This is an optimization exercise on Yosys and OpenROAD, whose aim is small area, a short achievable clock period and few clock cycles, not a production implementation. Only simulation tests tie the RTL to the original design; equivalence was not proved. Power and IR drop assume default switching activity.

Design sigtrans_rx, start of the top module:
module sigtrans_rx #(
    parameter [7:0]  SYNC = 8'hAA,       
    parameter integer RX_CAP = 64,
    parameter integer AW = 6             
) (
    input  wire        clk,
    input  wire        rst,
    input  wire        cmd_valid,
    input  wire [31:0] cmd,
    output wire        cmd_ready,
    input  wire [AW-1:0] buf_addr,
    output wire [7:0]  buf_rdata,
    output reg  [3:0]  err,
    output reg  [2:0]  outcome,
    output reg         found,
    output reg         frm_valid,
    output reg  [3:0]  cnt,
    output reg  [AW-1:0] idx,
    output reg  [15:0] length,
    output reg  [7:0]  csum_rx,
    output reg  [7:0]  csum_calc,
    output reg  [3:0]  csum_dist,
    output wire [AW-1:0] frm_off,
    output reg  [AW:0] frm_len,
    output reg  [AW:0] rem_off,
    output reg  [AW:0] pay_off,
    output reg  [AW:0] pay_len,
    output wire [AW:0] rx_len
);
Size in the first run: about 3800 cells after synthesis, ~710 flip-flops, about 150 I/O pins, about 0.040 mm² of cells after synthesis.
clock: 10.0 ns
lec_check: 0
cap_margin: 20
core_margin: 2
core_utilization: 35
cts_buf_list: sky130_fd_sc_hd__clkbuf_8
place_density: 0.65
setup_slack_margin: 4
slew_margin: 20
tns_end_percent: 0
run.sh (not shown) runs the stock make flow with config.mk's settings and CLKGATE_MAP_FILE= SYNTH_SCRIPT=/design/flow/synth_recipe.tcl, a recipe that flattens the netlist after the stock synthesis.
Testbench counts at the start, summed over its fixed seeds: cycles 57,519.
Next try:
==> flow/flow/run.sh (new file) <==
#!/bin/bash
# Standard ORFS layout (the standard.sh), with the port buffers that
# placement inserts made of the smallest plain buffer; timing repair
# upsizes the ones on critical paths.
set -uo pipefail
export BUFFER_PORTS_ARGS="-buffer_cell sky130_fd_sc_hd__buf_1"
bash standard.sh > standard.log 2>&1
status=$?
exit $status
==> flow/standard.sh (new file) <==
#!/bin/bash
# synth_recipe.tcl (not shown) runs the flow's synth.tcl, then flattens the netlist and writes it again
# the make line also repeats each setting of config.mk as NAME=value (left out here)
make -C /OpenROAD-flow-scripts/flow DESIGN_CONFIG=/design/flow/config.mk WORK_HOME=/design/flow/orfs CLKGATE_MAP_FILE= SYNTH_SCRIPT=/design/flow/synth_recipe.tcl "${@:-finish}"
Settings changed: PLACE_DENSITY 0.65 to 0.55, TNS_END_PERCENT 0 to 5.
removed: flow/run.sh
What happened: The new run finished clean. Cell count is higher by 1.5%. Via count is lower by 1.5%. Design area is higher by 1.9%. Critical path depth stays the same. Clock-buffer cell count is higher by 9. Non-clock buffer count is higher by 77. Setup slack is better by 0.31 ns.


== run A ==
sigtrans_rx again, from the RTL that the note above started with.
clock: 10.0 ns
lec_check: 0
cap_margin: 20
core_margin: 2
core_utilization: 35
cts_buf_list: sky130_fd_sc_hd__clkbuf_8
place_density: 0.55
setup_slack_margin: 4
slew_margin: 20
tns_end_percent: 5
standard.sh (not shown) runs the stock make flow with config.mk's settings and CLKGATE_MAP_FILE= SYNTH_SCRIPT=/design/flow/synth_recipe.tcl, a recipe that flattens the netlist after the stock synthesis.
==> flow/flow/run.sh <==
#!/bin/bash
# Standard ORFS layout (the standard.sh), except that a222oi_1 is not
# used: it has no stronger size, so timing repair cannot upsize it when it
# ends up driving a long wire. The rest of the list is the platform's own.
set -uo pipefail
DU="sky130_fd_sc_hd__probe_p_8 sky130_fd_sc_hd__probec_p_8 sky130_fd_sc_hd__lpflow_bleeder_1 sky130_fd_sc_hd__lpflow_clkbufkapwr_1 sky130_fd_sc_hd__lpflow_clkbufkapwr_16 sky130_fd_sc_hd__lpflow_clkbufkapwr_2 sky130_fd_sc_hd__lpflow_clkbufkapwr_4 sky130_fd_sc_hd__lpflow_clkbufkapwr_8 sky130_fd_sc_hd__lpflow_clkinvkapwr_1 sky130_fd_sc_hd__lpflow_clkinvkapwr_16 sky130_fd_sc_hd__lpflow_clkinvkapwr_2 sky130_fd_sc_hd__lpflow_clkinvkapwr_4 sky130_fd_sc_hd__lpflow_clkinvkapwr_8 sky130_fd_sc_hd__lpflow_decapkapwr_12 sky130_fd_sc_hd__lpflow_decapkapwr_3 sky130_fd_sc_hd__lpflow_decapkapwr_4 sky130_fd_sc_hd__lpflow_decapkapwr_6 sky130_fd_sc_hd__lpflow_decapkapwr_8 sky130_fd_sc_hd__lpflow_inputiso0n_1 sky130_fd_sc_hd__lpflow_inputiso0p_1 sky130_fd_sc_hd__lpflow_inputiso1n_1 sky130_fd_sc_hd__lpflow_inputiso1p_1 sky130_fd_sc_hd__lpflow_inputisolatch_1 sky130_fd_sc_hd__lpflow_isobufsrc_1 sky130_fd_sc_hd__lpflow_isobufsrc_16 sky130_fd_sc_hd__lpflow_isobufsrc_2 sky130_fd_sc_hd__lpflow_isobufsrc_4 sky130_fd_sc_hd__lpflow_isobufsrc_8 sky130_fd_sc_hd__lpflow_isobufsrckapwr_16 sky130_fd_sc_hd__lpflow_lsbuf_lh_hl_isowell_tap_1 sky130_fd_sc_hd__lpflow_lsbuf_lh_hl_isowell_tap_2 sky130_fd_sc_hd__lpflow_lsbuf_lh_hl_isowell_tap_4 sky130_fd_sc_hd__lpflow_lsbuf_lh_isowell_4 sky130_fd_sc_hd__lpflow_lsbuf_lh_isowell_tap_1 sky130_fd_sc_hd__lpflow_lsbuf_lh_isowell_tap_2 sky130_fd_sc_hd__lpflow_lsbuf_lh_isowell_tap_4 sky130_fd_sc_hd__a222oi_1"
bash standard.sh "DONT_USE_CELLS=$DU" finish > standard.log 2>&1
exit $?
Run A | status: complete | timing, DRC, antenna: pass
Testbench counts of run A, summed over its fixed seeds: cycles 57,519.
Inputs modified between run A and run B:
# run A
export LEC_CHECK = 0
export CAP_MARGIN = 20
export CORE_MARGIN = 2
export CORE_UTILIZATION = 35
export CTS_BUF_LIST = sky130_fd_sc_hd__clkbuf_8
export PLACE_DENSITY = 0.55
export SETUP_SLACK_MARGIN = 4
export SLEW_MARGIN = 20
export TNS_END_PERCENT = 5
create_clock -name core_clock -period 10.0 [get_ports {clk}]
# run B
export LEC_CHECK = 0
export CAP_MARGIN = 20
export CORE_MARGIN = 2
export CORE_UTILIZATION = 30
export CTS_BUF_LIST = sky130_fd_sc_hd__clkbuf_8
export PLACE_DENSITY = 0.55
export SETUP_SLACK_MARGIN = 4
export SLEW_MARGIN = 20
export TNS_END_PERCENT = 0
create_clock -name core_clock -period 10.0 [get_ports {clk}]
==> flow/run.sh (new file) <==
#!/bin/bash
# synth_recipe.tcl (not shown) runs the flow's synth.tcl, then flattens the netlist and writes it again
# the make line also repeats each setting of config.mk as NAME=value (left out here)
make -C /OpenROAD-flow-scripts/flow DESIGN_CONFIG=/design/flow/config.mk WORK_HOME=/design/flow/orfs CLKGATE_MAP_FILE= SYNTH_SCRIPT=/design/flow/synth_recipe.tcl finish
removed: flow/flow/run.sh
removed: flow/standard.sh
[summary]
Measured against run B, the die height of run A comes out at 0.930 times the reference value. Horizontal extent of the die: run B vs run A up about 7.5%. Final worst-path cycle share in run B vs run A: up 3.5 points. Higher count of cell instances traversed by the critical path was reported by run B, not run A. In the flow results for run A and run B, the first-pass iteration count of the detailed router is larger on run B. Run A → run B: number of endpoints failing setup at the final stage level, arrival time at the worst endpoint moved up. The total detailed-routing wirelength of run B is higher than that of run A. Number of gates resized after CTS ends up higher on run A.
Edits applied to the flow inputs when going from run B to run C:
# run B
export LEC_CHECK = 0
export CAP_MARGIN = 20
export CORE_MARGIN = 2
export CORE_UTILIZATION = 30
export CTS_BUF_LIST = sky130_fd_sc_hd__clkbuf_8
export PLACE_DENSITY = 0.55
export SETUP_SLACK_MARGIN = 4
export SLEW_MARGIN = 20
export TNS_END_PERCENT = 0
create_clock -name core_clock -period 10.0 [get_ports {clk}]
# run C
export LEC_CHECK = 0
export CAP_MARGIN = 20
export CORE_MARGIN = 2
export CORE_UTILIZATION = 35
export CTS_BUF_LIST = sky130_fd_sc_hd__clkbuf_8
export PLACE_DENSITY = 0.55
export SETUP_SLACK_MARGIN = 4
export SLEW_MARGIN = 20
export TNS_END_PERCENT = 0
create_clock -name core_clock -period 10.0 [get_ports {clk}]
Results
- On run C: routed length per placed instance is 0.61% lower than what run B gave.
- Run C -> run B: minimum clock period after layout flat
- The higher cell area power density of run B and run C is in run B.
- Destination of the critical timing path: buf_rdata[2] -> run C, buf_rdata[5] -> run B
- Compared with run B, in run C portion of total power attributed to the clock network has decreased; combinational power share up 0.4 points; die area lower; critical path depth went down; hold slack held steady.
- Comparing run B and run C, the lower post-place setup slack is on run C.
- Going from run B to run C, well-tap cell count lower; met2 usage went up by 5.4 points.
Input changes introduced in run D (baseline for comparison: run C):
# run C
export LEC_CHECK = 0
export CAP_MARGIN = 20
export CORE_MARGIN = 2
export CORE_UTILIZATION = 35
export CTS_BUF_LIST = sky130_fd_sc_hd__clkbuf_8
export PLACE_DENSITY = 0.55
export SETUP_SLACK_MARGIN = 4
export SLEW_MARGIN = 20
export TNS_END_PERCENT = 0
create_clock -name core_clock -period 10.0 [get_ports {clk}]
# run D
export LEC_CHECK = 0
export CAP_MARGIN = 20
export CORE_MARGIN = 2
export CORE_UTILIZATION = 40
export CTS_BUF_LIST = sky130_fd_sc_hd__clkbuf_8
export PLACE_DENSITY = 0.55
export SETUP_SLACK_MARGIN = 4
export SLEW_MARGIN = 20
export TNS_END_PERCENT = 0
create_clock -name core_clock -period 10.0 [get_ports {clk}]
Results
Looking at share of total power in combinational logic across run C and run D, the one that comes out higher is run C.
Measured against each other, run C and run D differ in fraction of area in non-clock buffers, the lower figure coming from run D.
The cell count in run D was lower than what run C gave.
Total global routing track utilization: higher on run D
The clock network fraction of total power in run D was higher than what run C gave.

[static timing again, ports no longer ideal]
In the flow no input, the clock included, has a driving cell. The finished layouts below were timed again as built, in two steps.
Step 1 (the two cells are an assumption about what drives the block):
set clk [get_ports {clk}]
set_driving_cell -lib_cell sky130_fd_sc_hd__clkbuf_16 $clk
set_driving_cell -lib_cell sky130_fd_sc_hd__buf_2 [delete_from_list [all_inputs] $clk]
Step 2 adds t to the input delays and takes it off the output delays; t is the mean of the earliest and latest rising clock arrival at the registers after step 1. Input paths then give back, and output paths get back, about the clock's delay inside the block.
Three values: ideal ports, drivers, drivers and shift; two values: the first two.
run | shift t [ns] | setup WS [ns] | clock arrival spread, ns | worst register clock-pin slew, ns | worst slew at a driven data input, ns
the first run of note 1 | 0.875 | 2.504 / 2.457 / 2.286 | 0.075 / 0.075 | 0.08 / 0.08 | 0.12
the second run of note 1 | 0.935 | 2.815 / 2.758 / 2.758 | 0.078 / 0.079 | 0.08 / 0.08 | 0.10
run A | 0.932 | 3.137 / 3.100 / 2.814 | 0.058 / 0.058 | 0.07 / 0.07 | 0.17
run B | 0.992 | 2.783 / 2.748 / 2.288 | 0.099 / 0.099 | 0.08 / 0.08 | 0.32
run C | 0.929 | 2.781 / 2.735 / 2.286 | 0.066 / 0.066 | 0.08 / 0.08 | 0.27
run D | 0.915 | 2.542 / 2.492 / 2.204 | 0.053 / 0.053 | 0.07 / 0.07 | 0.21
After both steps setup and hold are still met in every run listed.
